This is an optimization exercise on Yosys and OpenROAD, whose aim is a short achievable clock period and few clock cycles, not a production implementation. In this exercise RTL edits were held to simulation tests only and were not proved equivalent to the original. Power is estimated from default activity; no workload was simulated.

===== flow/run.sh =====
#!/bin/bash
# synth_recipe.tcl (not shown) runs the flow's synth.tcl, then flattens the netlist and writes it again
# the make line also repeats each setting of config.mk as NAME=value (left out here)
make -C /OpenROAD-flow-scripts/flow DESIGN_CONFIG=/design/flow/config.mk WORK_HOME=/design/flow/orfs CLKGATE_MAP_FILE= SYNTH_SCRIPT=/design/flow/synth_recipe.tcl finish

===== flow/config.mk =====
export PLATFORM = sky130hd
export DESIGN_NAME = rbfsm_rx
export DESIGN_NICKNAME = rbfsm_rx
export VERILOG_FILES = /design/flow/design.v
export SDC_FILE = /design/flow/constraint.sdc
export NUM_CORES = 4
export LEC_CHECK = 0
export CAP_MARGIN = 20
export CORE_MARGIN = 2
export CORE_UTILIZATION = 40
export SLEW_MARGIN = 20

===== flow/constraint.sdc =====
create_clock -name core_clock -period 8.0 [get_ports {clk}]
set_input_delay 1.6000 -clock core_clock [delete_from_list [all_inputs] [get_ports {clk}]]
set_output_delay 1.6000 -clock core_clock [all_outputs]
set_load 0.01 [all_outputs]

===== flow/design.v =====
module rbfsm_rx (
    input  wire        clk,
    input  wire        rst,
    input  wire        push_valid,
    input  wire [7:0]  push_data,
    output wire        push_ready,
    input  wire        cmd_valid,
    input  wire [7:0]  cmd_cap,
    output wire        busy,
    output reg         res_valid,
    output reg  [3:0]  res_code,
    output reg  [7:0]  res_val,
    output reg  [15:0] res_crc,
    output reg         dout_valid,
    output reg  [7:0]  dout_data,
    output wire [6:0]  rb_len,
    output reg  [15:0] corrupt_count
);
    localparam [7:0] DELIM = 8'h7E;
    localparam [7:0] ESCB  = 8'h7D;
    localparam [7:0] XORM  = 8'h20;
    localparam [3:0] RES_OK        = 4'h0;
    localparam [3:0] RES_TOO_SMALL = 4'h5;
    localparam [3:0] RES_NO_FRAME  = 4'h6;
    localparam [3:0] RES_CORRUPT   = 4'h7;
    localparam [2:0] S_IDLE = 3'd0;
    localparam [2:0] S_SKIP = 3'd1;
    localparam [2:0] S_SCAN = 3'd2;
    localparam [2:0] S_DEC  = 3'd3;
    localparam [2:0] S_FIN  = 3'd4;
    reg  [7:0] ring [0:63];
    reg  [6:0] wc;
    reg  [6:0] rc;
    wire [6:0] len = wc - rc;
    reg  [2:0]  state;
    reg  [7:0]  cap_q;      
    reg  [6:0]  scan_i;     
    reg  [6:0]  k;          
    reg  [6:0]  dlen;       
    reg         esc;        
    reg  [6:0]  j;          
    reg  [6:0]  nout;       
    reg  [7:0]  d1;         
    reg  [7:0]  d2;         
    reg  [15:0] crc;        
    assign busy       = (state != S_IDLE);
    assign push_ready = !busy && (len != 7'd64);
    assign rb_len     = len;
    wire       do_push  = push_valid && push_ready;
    wire       do_cmd   = cmd_valid && !busy;
    wire [6:0] scan_pos  = rc + scan_i;
    wire [7:0] head_byte = ring[rc[5:0]];
    wire [7:0] scan_byte = ring[scan_pos[5:0]];
    reg        emit;
    reg  [7:0] emit_byte;
    always @* begin
        emit      = 1'b0;
        emit_byte = head_byte;
        if (j == k) begin
            if (esc) begin
                emit      = 1'b1;
                emit_byte = DELIM ^ XORM;
            end
        end else if (esc) begin
            emit      = 1'b1;
            emit_byte = head_byte ^ XORM;
        end else if (head_byte != ESCB) begin
            emit      = 1'b1;
            emit_byte = head_byte;
        end
    end
    reg [15:0] crc_next;
    integer b;
    always @* begin
        crc_next = crc ^ {d2, 8'h00};
        for (b = 0; b < 8; b = b + 1) begin
            if (crc_next[15])
                crc_next = {crc_next[14:0], 1'b0} ^ 16'h1021;
            else
                crc_next = {crc_next[14:0], 1'b0};
        end
    end
    wire [15:0] rx_crc = (nout < 7'd2) ? {8'h00, d1} : {d1, d2};
    always @(posedge clk) begin
        if (do_push)
            ring[wc[5:0]] <= push_data;
    end
    always @(posedge clk) begin
        if (rst) begin
            wc            <= 7'd0;
            rc            <= 7'd0;
            state         <= S_IDLE;
            cap_q         <= 8'd0;
            scan_i        <= 7'd0;
            k             <= 7'd0;
            dlen          <= 7'd0;
            esc           <= 1'b0;
            j             <= 7'd0;
            nout          <= 7'd0;
            d1            <= 8'd0;
            d2            <= 8'd0;
            crc           <= 16'hFFFF;
            res_valid     <= 1'b0;
            res_code      <= 4'd0;
            res_val       <= 8'd0;
            res_crc       <= 16'd0;
            dout_valid    <= 1'b0;
            dout_data     <= 8'd0;
            corrupt_count <= 16'd0;
        end else begin
            res_valid  <= 1'b0;
            dout_valid <= 1'b0;
            if (do_push)
                wc <= wc + 7'd1;
            case (state)
            S_IDLE: begin
                if (do_cmd) begin
                    cap_q <= cmd_cap;
                    state <= S_SKIP;
                end
            end
            S_SKIP: begin
                if (len == 7'd0) begin
                    res_valid <= 1'b1;
                    res_code  <= RES_NO_FRAME;
                    res_val   <= 8'd0;
                    res_crc   <= 16'd0;
                    state     <= S_IDLE;
                end else if (head_byte == DELIM) begin
                    rc <= rc + 7'd1;
                end else begin
                    scan_i <= 7'd0;
                    dlen   <= 7'd0;
                    esc    <= 1'b0;
                    state  <= S_SCAN;
                end
            end
            S_SCAN: begin
                if (scan_i == len) begin
                    res_valid <= 1'b1;
                    res_code  <= RES_NO_FRAME;
                    res_val   <= 8'd0;
                    res_crc   <= 16'd0;
                    state     <= S_IDLE;
                end else if (scan_byte == DELIM) begin
                    k <= scan_i;
                    if ({1'b0, dlen} > cap_q) begin
                        res_valid <= 1'b1;
                        res_code  <= RES_TOO_SMALL;
                        res_val   <= 8'd0;
                        res_crc   <= 16'd0;
                        state     <= S_IDLE;
                    end else begin
                        j     <= 7'd0;
                        esc   <= 1'b0;
                        nout  <= 7'd0;
                        crc   <= 16'hFFFF;
                        state <= S_DEC;
                    end
                end else begin
                    scan_i <= scan_i + 7'd1;
                    if (esc) begin
                        esc <= 1'b0;
                    end else begin
                        dlen <= dlen + 7'd1;
                        if (scan_byte == ESCB)
                            esc <= 1'b1;
                    end
                end
            end
            S_DEC: begin
                rc <= rc + 7'd1;
                j  <= j + 7'd1;
                if (j != k) begin
                    if (esc)
                        esc <= 1'b0;
                    else if (head_byte == ESCB)
                        esc <= 1'b1;
                end
                if (emit) begin
                    dout_valid <= 1'b1;
                    dout_data  <= emit_byte;
                    d1         <= emit_byte;
                    d2         <= d1;
                    nout       <= nout + 7'd1;
                    if (nout >= 7'd2)
                        crc <= crc_next;
                end
                if (j == k)
                    state <= S_FIN;
            end
            S_FIN: begin
                res_valid <= 1'b1;
                res_crc   <= rx_crc;
                if (nout >= 7'd2 && crc == rx_crc) begin
                    res_code <= RES_OK;
                    res_val  <= {1'b0, nout - 7'd2};
                end else begin
                    res_code      <= RES_CORRUPT;
                    res_val       <= {1'b0, nout};
                    corrupt_count <= corrupt_count + 16'd1;
                end
                state <= S_IDLE;
            end
            default: state <= S_IDLE;
            endcase
        end
    end
endmodule

==> run notes <==
[routing by layer]
layer	routed length, µm	vias up	global-route usage
met5	25	-	0
met4	3439	4	0.08408
met3	7431	197	0.04832
met2	42790	993	0.3543
met1	35390	10490	0.2847
li1	-	8850	-
[cells in the final DEF (no fill, tap or decap), drive strengths merged, types with 51 or more instances in the layout]
cell / count
edfxtp: 512
mux4: 209
nor2: 181
nand2: 147
dfxtp: 143
clkbuf: 91
mux2i: 88
a21oi: 85
o21ai: 72
clkdlybuf4s50: 71
inv: 64
xnor2: 51
[flip-flops by register name, summed over array words and instances, names as in the netlist, named ones only]
name,count
cap_q,8
corrupt_count,16
crc,16
d1,8
d2,8
dlen,7
dout_valid,1
esc,1
j,7
k,7
nout,7
rc,7
res_code,3
res_crc,16
res_val,7
res_valid,1
ring,512
scan_i,7
state,3
wc,7
[Yosys cell counts, types with 22 or more instances]
library cell / n / area [µm²]
edfxtp_1: 512 / 15370
nand2b_1: 22 / 137.6
buf_2: 35 / 175.2
xor2_1: 27 / 236.5
clkbuf_1: 61 / 229.0
dfxtp_1: 143 / 2863
nand2_1: 147 / 551.8
nor2_1: 180 / 675.7
mux2i_1: 88 / 880.8
a21oi_1: 81 / 405.4
nor3_1: 26 / 130.1
ha_1: 29 / 362.9
xnor2_1: 51 / 446.7
nand3_1: 42 / 210.2
mux4_2: 209 / 4707
nor3b_1: 27 / 202.7
o21ai_0: 59 / 295.3
inv_1: 57 / 214.0
[logic make-up after synthesis]
kind of cell	share of synthesized area
XOR/XNOR	0.02362
AO/OA/AOI/OAI	0.07247
other	0.0001190
adder cells (fa/ha/maj)	0.01278
buffers and inverters	0.03040
flip-flops	0.5785
multiplexers	0.1844
AND/OR/NAND/NOR	0.09771
[metrics by stage]
stage | cells | instance area [µm²] | hold slack, ns | total power [µW]
floorplan | 2233 | 31530 | 0.4361 | 4881
CTS | 3373 | 35530 | 0.4661 | 8691
finish | 3374 | 35550 | 0.4608 | 8648
global placement | 3242 | 33140 | 0.4489 | 5331
detailed placement | 3242 | 33140 | 0.4524 | 5359
global route | 3373 | 35550 | 0.4930 | 8948
[power by group through the flow]
stage	logic, µW	registers, µW	clock network [µW]
after floorplan	1060	3820	0
after global placement	1480	3850	0
after detailed placement	1510	3850	0
after CTS	1510	3780	3400
after global routing	1630	3790	3540
final	1510	3780	3350
[tightest hold or removal path: cells and delay by family, from the launching register on]
kind             cells  cell delay [ns]
AO/OA/AOI/OAI        1             0.05
AND/OR/NAND/NOR      1             0.05
flip-flops           1             0.31
[layout make-up]
class                           count  area [µm²]
Antenna cell                        1       2.502
Clock buffer                       91        1991
Clock inverter                     40       399.1
Fill cell                        6769       42170
Inverter                           62       232.7
Multi-Input combinational cell   1381       12410
Sequential cell                   655       18250
Tap cell                         1040        1301
Timing Repair Buffer              104       970.9
[how the worst min path moves through the flow]
stage	startpoint	to	cells past startpoint
2_1_floorplan	cap_q[7]	cap_q[7]	2
3_3_place_gp	cap_q[4]	cap_q[4]	2
3_5_place_dp	cap_q[6]	cap_q[6]	2
4_1_cts	cap_q[3]	cap_q[3]	2
5_1_grt	res_crc[14]	res_crc[14]	2
6_report	cap_q[5]	cap_q[5]	2
==> summary.md <==
| Metric | Value |
|---|---|
| Status | complete, no violations |
| Asr flop ratio synth | 0 |
| Maximum clock insertion buffer count | 3 |
| Layout cell share with drive strength beyond 1 | 0.1732 |
| Power Dens Cells | between 200 and 250 nW/µm² |
| Combinational Power Share | 0.175 |
| Nets | between 2k and 2.5k |
| Max Cap Viol | 0 |
| Startpoint types | register |
| Leak | approximately 0.011 µW |
| IO Port Bufs | 80 |
| Later-pin clock latency in the skew report | roughly 0.64 ns |
| VDD IR max | 0.1749 mV |
| Final WL | 89,070 µm |
| Crit path cell chain | ha_4 -> inv_1 -> fa_4 -> buf_4 -> mux4_2 -> mux2_2 -> o21ai_0 -> a211oi_1 -> o22a_2 -> a21oi_1 -> nor2_1 -> mux2i_1 |
| GRT Util Overall | 0.2176 |
| Library cells used by synthesis | slightly above 90 |
| Worst setup EP type | register |
| ANT nets after route | 0 |
| Final WS setup | about 2.3 ns |
| Pint | ~6300 µW |
| Setup WS pre-CTS | about 2.3 ns |
| Syn. warnings | 1 |
| Clock power frac | 0.388 |
| Area Overhead vs Synth | 12.77% |
| Post-CTS sizing | 0 |
| RSZ-0062 raised after global routing | no |
| First-pass GRT wire length | 132,800 µm |
| Crit Path Max Fanout | 54 |
| Sw Ratio | 0.2731 |
| Slew Viols, Final | 0 |
| Core ar. | just under 80,000 µm² |
| Levels on crit path | 12 |
| Vias in the first global route | 20.37k |
| Highest-delay cell along the critical path | fa_4 |
| Largest stage delay, worst path | approximately 1.3 ns |
| Drt first-iter violations | 2,146 |
| CTS tree | yes |
| Final min period | between 5 and 6 ns |
| Final hold vios | 0 |
| Worst Path Buf+Inv | 2 |
| Crit path to | crc[3] |
| Vias | about 20k |
| Hold_buf cts | 0 |
| CTS root buf | clkbuf_16 |
| Post-synth EDFFs | roughly 510 |
| Grt total ovfl | 0 |
| Flop pwr share | 0.437 |
| Post-synthesis register bit count | 655 |
| Post-CTS Setup Bufs | 0 |
| Routed WL per cell | 26.40 µm |
| Starting Density | 0.4056 |
| Period Utilization, post-route | 0.7136 |
| Die X | roughly 280 µm |
| Worst slew pin tran | 1.164 ns |
| Via density per instance | slightly above 6 |
| Setup TNS | 0 ns |
| R2R setup slack | 2.29 ns |
| # H-tree levels | 3 |
| Clock slew at reported path FFs | about 0.060 ns |
| # setup viols final | 0 |
| Initial antenna violation count | 2 |
| Crit path launch | scan_i[0] |
| P_sw | ~2400 µW |
| Kind of critical path | register to register |
| Fmax | between 150 and 200 MHz |
| R2R cell count | 12 |
| Average instance area after synthesis | between 10 and 15 µm² |
| Post-Route Skew | between 0.03 and 0.04 ns |
| Worst endpoint required time | 8.49 ns |
| Total Die Area | slightly above 80,000 µm² |
| Pin count of the biggest net entering global routing | just over 100 |
| Primary FF master, synth | edfxtp_1 |
| Die H | 284.7 µm |
| Top-Level Pins | 83 |
| R2r startpoint | scan_i[0] |
| Cell row count | slightly above 100 |
| RePlAce Congestion | 0.8728 |
| CTS sink count | between 600 and 700 |
| CP delay by family, top | compound AO/OA/AOI/OAI gates |
| Final design utilization | 0.4574 |
| Cts bufs inserted | 73 |
| Drt first pass iters | 5 |
| DR DRC count | 0 |
| Arr. time, crit path | 6.20 ns |
| Synthesized cell area | ~32,000 µm² |
| Worst hold path class | register to register |
| HPWL after DPL | 58,290 µm |
| Worst rel slew slack | 0.2211 |
| Part of the Yosys area used for sequential elements | 0.5785 |
| RR Endpoint | crc[3] |
| Synthesized instance count | 2,232 |
Testbench counts, summed over its fixed seeds: cycles 137,522.

separate check: timing with driven ports:
How much do the figures lean on ideal ports? The routed layout below was timed once more, with nothing changed but the port constraints. Step 1: set_driving_cell puts a clkbuf_16 on clk and a buf_2 on each other input, an assumption about the parent block. Step 2 adds t to the input delays and takes it off the output delays; t is the mean of the earliest and latest rising clock arrival at the registers after step 1. Input paths then give back, and output paths get back, about the clock's delay inside the block. Slacks: ideal / step 1 / step 2; pairs: ideal / step 1.
shift t [ns]: 0.677
setup WS [ns]: 2.292 / 2.292 / 2.292
worst hold slack (ns): 0.461 / 0.461 / 0.461
After both steps this run still meets setup and hold. The setup slack of this run moves by 0.000 ns with the drivers and by 0.000 ns with both steps.
